Background: an optimization exercise with open tools, aiming at small area, a short achievable clock period and few clock cycles. Do not read the settings as production practice. RTL that was checked went through simulation tests only; none was proved equivalent to the original.

run A:
## gfrs_codec
module gfrs_codec (
    input  wire       clk,
    input  wire       rst,
    input  wire       cmd_valid,
    output wire       cmd_ready,
    input  wire       cmd_op,
    input  wire [7:0] cmd_dlen,
    input  wire [5:0] cmd_nsym,
    input  wire       in_valid,
    output wire       in_ready,
    input  wire [7:0] in_data,
    output wire       out_valid,
    output wire [7:0] out_data,
    output reg        done,
    output reg        err,
    output reg        szero
);
Size: roughly 390 flip-flops, roughly 41 I/O pins.
==> flow/config.mk <==
export PLATFORM = sky130hd
export DESIGN_NAME = gfrs_codec
export DESIGN_NICKNAME = gfrs_codec
export VERILOG_FILES = /design/flow/design.v
export SDC_FILE = /design/flow/constraint.sdc
export NUM_CORES = 4
export LEC_CHECK = 0
export CAP_MARGIN = 20
export CELL_PAD_IN_SITES_DETAIL_PLACEMENT = 0
export CELL_PAD_IN_SITES_GLOBAL_PLACEMENT = 1
export CORE_MARGIN = 2
export CORE_UTILIZATION = 60
export CTS_CLUSTER_DIAMETER = 100
export CTS_CLUSTER_SIZE = 50
export PLACE_DENSITY = 0.7
export SLEW_MARGIN = 20
==> flow/constraint.sdc <==
create_clock -name core_clock -period 10.0 [get_ports {clk}]
set_input_delay 2.0000 -clock core_clock [delete_from_list [all_inputs] [get_ports {clk}]]
set_output_delay 2.0000 -clock core_clock [all_outputs]
set_load 0.01 [all_outputs]
standard.sh (not shown) runs the stock make flow with config.mk's settings and CLKGATE_MAP_FILE= SYNTH_SCRIPT=/design/flow/synth_recipe.tcl, a recipe that flattens the netlist after the stock synthesis.
==> flow/flow/run.sh <==
#!/bin/bash
set -euo pipefail
bash standard.sh SETUP_SLACK_MARGIN=7 finish > standard_flow.log 2>&1
Testbench counts of run A, summed over its fixed seeds: cycles 42,556.
The inputs of run B differ from those of run A as listed below.
- CTS_CLUSTER_SIZE: 50 -> unset
- CTS_CLUSTER_DIAMETER: 100 -> unset
- ABC_AREA: unset -> 1
### Flow results
Compared with run A, run B shows a lower average size of a mapped cell.
Diff run A -> run B: core utilization higher; total non-filler cell area in the finished layout higher; clock latency reported for the late side of the worst-skew pair higher.
Input-level comparison between run C and run B:
- CTS_CLUSTER_DIAMETER now 80, previously not set
- CTS_CLUSTER_SIZE now 30, previously not set
- ABC_AREA no longer set, was 1
==> comparison <==
Compared with run B, run C shows a higher total iterations of the first detailed-routing run.
In run C relative to run B, final cell count had gone down by more than a quarter.
On die area, the higher figure sits with run B, not run C.
Compared with run B, in run C wire length on met1 saw a decrease; wire length of the first global-routing pass went down about 30%; number of clock-tree buffers in the layout lower; met1 layer usage reported by global route has decreased.
--- input diff run C..run D ---
- a deleted CTS_CLUSTER_DIAMETER that had been 80
- a deleted CTS_CLUSTER_SIZE that had been 30
[summary]
- Changes observed in run D relative to run C: quantity of hold-fixing buffers added after cts has remained practically unchanged; CTS buffer count up 31%; clock transition at the register clock pins on the worst setup and hold paths after CTS fell by 40 ps; non-clock buffer total of the final layout lost 4.
- Summary of run D over run C: final cell area excluding filler cells up about 0.47%.
- Total via count in the routed design across run D and run C: no real change.
- [run D] count of clock-buffer cells in the layout rose 41% relative to run C
- Run D packs its core tighter than run C.

tundra:
Starting RTL as in the previous note.
Settings: LEC_CHECK=0, CAP_MARGIN=20, CELL_PAD_IN_SITES_DETAIL_PLACEMENT=0, CELL_PAD_IN_SITES_GLOBAL_PLACEMENT=1, CORE_MARGIN=2, CORE_UTILIZATION=60, CTS_CLUSTER_DIAMETER=60, CTS_CLUSTER_SIZE=20, PLACE_DENSITY=0.7, SLEW_MARGIN=20; clock period 10.0 ns.
Scripts as last shown in full above: flow/flow/run.sh
Testbench counts of tundra, summed over its fixed seeds: cycles 42,556.
## Diff of input files: cedar against tundra
Settings: swapping 0 for 1 in CELL_PAD_IN_SITES_DETAIL_PLACEMENT; swapping 0.7 for 0.6 in PLACE_DENSITY; clearing CTS_CLUSTER_DIAMETER, which used to be 60; clearing CTS_CLUSTER_SIZE, which used to be 20; swapping 1 for 2 in CELL_PAD_IN_SITES_GLOBAL_PLACEMENT; swapping 60 for 50 in CORE_UTILIZATION.
==> run notes <==
Re instance count on the critical path: no difference whatsoever between cedar and tundra.
[compare] base=tundra new=cedar: flip-flop and latch area now sits at about the same level; layout clock buffer count now sits higher; worst setup slack now sits lower.
Depth of the worst register-to-register path came out exactly the same in tundra and cedar.
Between cedar and tundra, it is cedar whose fmax is lower, by 6.1 MHz.
Relative to cedar, the following input files were edited for willow:
Settings: swapping 2 for 1 in CELL_PAD_IN_SITES_GLOBAL_PLACEMENT; putting CTS_CLUSTER_DIAMETER at 80 where nothing was set; swapping 0.6 for 0.7 in PLACE_DENSITY; putting CTS_CLUSTER_SIZE at 30 where nothing was set; swapping 50 for 60 in CORE_UTILIZATION; swapping 1 for 0 in CELL_PAD_IN_SITES_DETAIL_PLACEMENT.
==> flow/flow/run.sh <==
#!/bin/bash
set -euo pipefail
bash standard.sh SETUP_SLACK_MARGIN=6.85 finish > standard_flow.log 2>&1
### Flow results
cedar has a higher first-pass GRT wire length than willow.
Delta (willow minus cedar): total die area lost 0.010 mm2; layout clock buffer count down 44%; utilization has increased; maximum operating frequency rose by 7.1 MHz.
Area occupied by registers: willow vs cedar identical
For wire length, dividing the value from willow by the value from cedar gives 0.914.
[compare] base=cedar new=willow: synthesis-to-finish area growth lost 2.0 points; violation count after the first detailed-routing iteration rose by 905; worst reg2reg path depth decreased 4; final period utilization dropped 0.72 points.

gfrs_codec, a different RTL version from the one above (not shown whole).
Size: ~3300 cells after synthesis, about 360 flip-flops, roughly 41 I/O pins.
==> flow/design.v (excerpt) <==
module gfrs_codec (
    input  wire       clk,
    input  wire       rst,
    input  wire       cmd_valid,
    output wire       cmd_ready,
    input  wire       cmd_op,
    input  wire [7:0] cmd_dlen,
    input  wire [5:0] cmd_nsym,
    input  wire       in_valid,
    output wire       in_ready,
    input  wire [7:0] in_data,
    output wire       out_valid,
    output wire [7:0] out_data,
    output reg        done,
    output reg        err,
    output reg        szero
);
==> flow/config.mk <==
export PLATFORM = sky130hd
export DESIGN_NAME = gfrs_codec
export DESIGN_NICKNAME = gfrs_codec
export VERILOG_FILES = /design/flow/design.v
export SDC_FILE = /design/flow/constraint.sdc
export NUM_CORES = 4
export LEC_CHECK = 0
export CAP_MARGIN = 20
export CELL_PAD_IN_SITES_DETAIL_PLACEMENT = 1
export CELL_PAD_IN_SITES_GLOBAL_PLACEMENT = 2
export CORE_MARGIN = 2
export CORE_UTILIZATION = 50
export PLACE_DENSITY = 0.6
export SLEW_MARGIN = 20
==> flow/constraint.sdc <==
create_clock -name core_clock -period 10.0 [get_ports {clk}]
set_input_delay 2.0000 -clock core_clock [delete_from_list [all_inputs] [get_ports {clk}]]
set_output_delay 2.0000 -clock core_clock [all_outputs]
set_load 0.01 [all_outputs]
==> flow/flow/run.sh <==
#!/bin/bash
set -euo pipefail
bash standard.sh SETUP_SLACK_MARGIN=7.5 finish > standard_flow.log 2>&1
Edit:
==> flow/run.sh (new file) <==
#!/bin/bash
# synth_recipe.tcl (not shown) runs the flow's synth.tcl, then flattens the netlist and writes it again
# the make line also repeats each setting of config.mk as NAME=value (left out here)
make -C /OpenROAD-flow-scripts/flow DESIGN_CONFIG=/design/flow/config.mk WORK_HOME=/design/flow/orfs CLKGATE_MAP_FILE= SYNTH_SCRIPT=/design/flow/synth_recipe.tcl finish
- CORE_UTILIZATION: 50 -> 25
- PLACE_DENSITY: 0.6 -> 0.35
- SETUP_SLACK_MARGIN: default -> 5
removed: flow/flow/run.sh
removed: flow/standard.sh
Effect: The changed run completed with no timing, DRC or antenna violations; sequential cell count is unchanged; final area shrinks by 3.7%; hold slack improved by 0.048 ns; wire length grows by 17%; via count shrinks by about 6.4%; setup slack got worse by 0.65 ns; clock skew barely changes; fmax shrinks by about 17%; final cell count grows by 18%.
Edit:
==> flow/flow/run.sh (new file) <==
#!/bin/bash
set -euo pipefail
bash standard.sh SETUP_SLACK_MARGIN=7 finish > standard_flow.log 2>&1
==> flow/standard.sh (new file) <==
#!/bin/bash
# synth_recipe.tcl (not shown) runs the flow's synth.tcl, then flattens the netlist and writes it again
# the make line also repeats each setting of config.mk as NAME=value (left out here)
make -C /OpenROAD-flow-scripts/flow DESIGN_CONFIG=/design/flow/config.mk WORK_HOME=/design/flow/orfs CLKGATE_MAP_FILE= SYNTH_SCRIPT=/design/flow/synth_recipe.tcl "${@:-finish}"
- SETUP_SLACK_MARGIN: 5 -> default
removed: flow/run.sh
Outcome: The changed run finished with timing, DRC and antenna clean. Critical path depth shrinks by 8. Final area grows by 0.83%. Count of clock-buffer cells in the layout shrinks by 2. First-iteration DRC count shrinks by 9.0%. Die area is unchanged. Fmax grows by 17%. Setup slack improved by 0.56 ns. Non-clock buffer count grows by 28. Hold slack got worse by 0.022 ns.
Function was not checked in any run of this note: the RTL went through the layout flow alone.

## re-timing with driven ports
The flow's constraints put no driver on any port. The routed layouts listed below were extracted and timed again, unchanged, in two steps.
Step 1 (the two cells are an assumption about what drives the block):
set clk [get_ports {clk}]
set_driving_cell -lib_cell sky130_fd_sc_hd__clkbuf_16 $clk
set_driving_cell -lib_cell sky130_fd_sc_hd__buf_2 [delete_from_list [all_inputs] $clk]
Step 2 moves the port delays by t, midway between the first and last clock arrival at a register: inputs arrive t later, outputs are due t later. That takes back most of the time a late clock gives input paths.
a / b / c = ideal / step 1 / step 2; a / b = the first two.
run | t (ns) | slack for setup (ns) | hold slack, ns
run A | 0.652 | 6.824 / 6.760 / 6.476 | 0.468 / 0.468 / 0.468
run B | 0.698 | 6.771 / 6.699 / 6.412 | 0.451 / 0.451 / 0.451
run C | 0.634 | 6.855 / 6.795 / 6.468 | 0.463 / 0.463 / 0.463
run D | 0.664 | 6.842 / 6.777 / 6.453 | 0.455 / 0.455 / 0.455
tundra | 0.633 | 6.847 / 6.787 / 6.502 | 0.458 / 0.458 / 0.458
cedar | 0.664 | 6.785 / 6.723 / 6.443 | 0.470 / 0.470 / 0.470
willow | 0.631 | 6.857 / 6.795 / 6.312 | 0.453 / 0.453 / 0.453
the first run of note 3 | 0.667 | 6.845 / 6.777 / 6.800 | 0.499 / 0.499 / 0.499
the second run of note 3 | 0.741 | 6.197 / 6.156 / 6.002 | 0.548 / 0.548 / 0.548
the third run of note 3 | 0.726 | 6.753 / 6.684 / 6.346 | 0.526 / 0.526 / 0.526
After both steps every run listed still meets setup and hold. For willow, which loses most, drivers alone change the setup slack by -0.062 ns; drivers and shift together by -0.545 ns.
